From an optimization exercise on the open Yosys and OpenROAD flow, aimed at small area, a short achievable clock period and few clock cycles; shortcuts taken in it are not production practice.
Where RTL was checked, it was by simulation tests only, not by an equivalence proof against the original.
No activity file was given, so power comes from the tool's default toggle rates.

## dci_serializer
module dci_serializer (
    input  wire        clk,
    input  wire        rst,         
    input  wire        cmd_valid,
    output wire        cmd_ready,
    input  wire [31:0] cmd_data,
    input  wire [3:0]  rd_idx,
    output reg  [31:0] rd_data,
    output reg         done
);
Size: roughly 2600 cells after synthesis, roughly 400 flip-flops, ~73 I/O pins, roughly 23000 sq um of cells after synthesis.
export LEC_CHECK = 0
export CAP_MARGIN = 20
export CORE_MARGIN = 2
export CORE_UTILIZATION = 30
export CTS_CLUSTER_DIAMETER = 90
export CTS_CLUSTER_SIZE = 30
export PLACE_DENSITY = 0.45
export SLEW_MARGIN = 20
create_clock -name core_clock -period 14.0 [get_ports {clk}]
standard.sh (not shown) runs the stock make flow with config.mk's settings and CLKGATE_MAP_FILE= SYNTH_SCRIPT=/design/flow/synth_recipe.tcl, a recipe that flattens the netlist after the stock synthesis.
==> flow/flow/run.sh <==
#!/bin/bash
# The standard layout, with repair_timing asked for 6.5 ns of setup slack and
# sky130_fd_sc_hd__buf_2 as the port buffer (every port still gets one).
# The clock, its period and the I/O constraints are the standard flow's, unchanged.
set -euo pipefail
bash standard.sh SETUP_SLACK_MARGIN=6.5 "BUFFER_PORTS_ARGS=-buffer_cell sky130_fd_sc_hd__buf_2" finish > make_finish.log 2>&1
Testbench counts at the start, summed over its fixed seeds: cycles 15,871.
==> next run, changes <==
--- a/flow/design.v
+++ b/flow/design.v
@@ -254,64 +254,73 @@
     reg  [7:0] nat;
     always @* begin
         case (o)
             3'd0:    nat = 8'd20 + {3'd0, fw} + {7'd0, sulp};
             3'd1:    nat = 8'd15 + {3'd0, fw};
             3'd6:    nat = 8'd26 + {3'd0, fw};
             default: nat = 8'd28 + {3'd0, fw};
         endcase
     end
+    reg  [5:0] wlim;
+    always @* begin
+        case (ck_kind)
+            K_WIDTH:   wlim = {2'd0, ck_w};
+            K_NRB:     wlim = 6'd9;
+            K_HOPCNT:  wlim = 6'd3;
+            K_HOPFLAG: wlim = 6'd1;
+            K_HOPOFF:  wlim = {4'd0, h};
+            K_FREQ:    wlim = hf ? {1'b0, fw_free} : 6'd16;
+            K_SMI, K_TBS: wlim = 6'd2;
+            default:   wlim = 6'd8;    
+        endcase
+    end
+    wire       big = ge_pow(v, wlim);
     reg        ck_fail;
     reg  [3:0] ck_cause;
     always @* begin
-        ck_fail  = 1'b0;
+        ck_fail  = big;
         ck_cause = C_FIELD;
         case (ck_kind)
-            K_WIDTH: ck_fail = ge_pow(v, {2'd0, ck_w});
             K_NRB: begin
                 ck_cause = C_NRB;
-                ck_fail  = (v == 32'd0) || (v > 32'd275);
+                ck_fail  = big || (v[8:0] == 9'd0) || (v[8:0] > 9'd275);
             end
             K_HOPCNT: begin
                 ck_cause = C_RSVD_VAL;
-                ck_fail  = (v != 32'd0) && (v != 32'd2) && (v != 32'd4);
+                ck_fail  = big || (v[2:0] != 3'd0 && v[2:0] != 3'd2 && v[2:0] != 3'd4);
             end
             K_HOPFLAG: begin
-                if (v > 32'd1) ck_fail = 1'b1;
-                else if (v[0] && (h == 2'd0 || fw < {3'd0, h})) begin
+                if (!big && v[0] && (h == 2'd0 || fw < {3'd0, h})) begin
                     ck_fail  = 1'b1;
                     ck_cause = C_HOPCFG;
                 end
             end
-            K_HOPOFF: ck_fail = ge_pow(v, {4'd0, h});
             K_FREQ: begin
                 ck_cause = C_FREQ;
-                ck_fail  = (v[31:16] != 16'd0) || (v[15:0] >= t_rb) ||
-                           (hf && ge_pow(v, {1'b0, fw_free}));
+                ck_fail  = big || (v[15:0] >= t_rb);
             end
             K_SMI: begin
-                if (v > 32'd3) ck_fail = 1'b1;
-                else if (v == 32'd0) begin
+                if (!big && v[1:0] == 2'd0) begin
                     ck_fail  = 1'b1;
                     ck_cause = C_RSVD_VAL;
                 end
             end
             K_TBS: begin
-                if (v > 32'd3) ck_fail = 1'b1;
-                else if (v == 32'd3) begin
+                if (!big && v[1:0] == 2'd3) begin
                     ck_fail  = 1'b1;
                     ck_cause = C_RSVD_VAL;
                 end
             end
-            default: begin    
+            K_PSIZE: begin
                 ck_cause = C_PSIZE;
-                ck_fail  = (v[31:8] != 24'd0) || (v[7:0] > 8'd128) || (v[7:0] < nat);
+                ck_fail  = big || (v[7:0] > 8'd128) || (v[7:0] < nat);
             end
+            default: ;
         endcase
     end
     reg  [4:0]  ew;
     reg  [31:0] ev;
     reg         eskip;     
     always @* begin
         ew = 5'd0;
         ev = 32'd0;
         eskip = 1'b0;
Effect: The changed run completed with no timing, DRC or antenna violations; final area drops by 2.1%; clock-buffer cell count drops by 3; routed wire length drops by 2.0%; power went up by 1.3%; cell count falls by 2.0%.
No functional check of the RTL was part of the second run of this note.

[what the ideal ports hide]
The flow's constraints put no driver on any port. The routed layouts listed below were extracted and timed again, unchanged, in two steps.
Step 1, drivers: a clkbuf_16 drives clk and a buf_2 each remaining input, both assumed.
Step 2 moves the port delays by t, midway between the first and last clock arrival at a register: inputs arrive t later, outputs are due t later. That takes back most of the time a late clock gives input paths.
Three values: no drivers, after step 1, after step 2; two values: the first two.
run	shift t [ns]	slack for setup (ns)	worst hold slack (ns)	slew at the worst register clock pin (ns)	cell pins on the clock port's net
the first run	0.665	6.598 / 6.545 / 6.545	0.465 / 0.465 / 0.465	0.12 / 0.12	1
the second run	0.632	6.606 / 6.561 / 6.561	0.466 / 0.466 / 0.466	0.12 / 0.12	1
After both steps setup and hold are still met in every run listed. The setup slack of the first run, which loses most, moves by -0.053 ns with the drivers and by -0.053 ns with both steps.
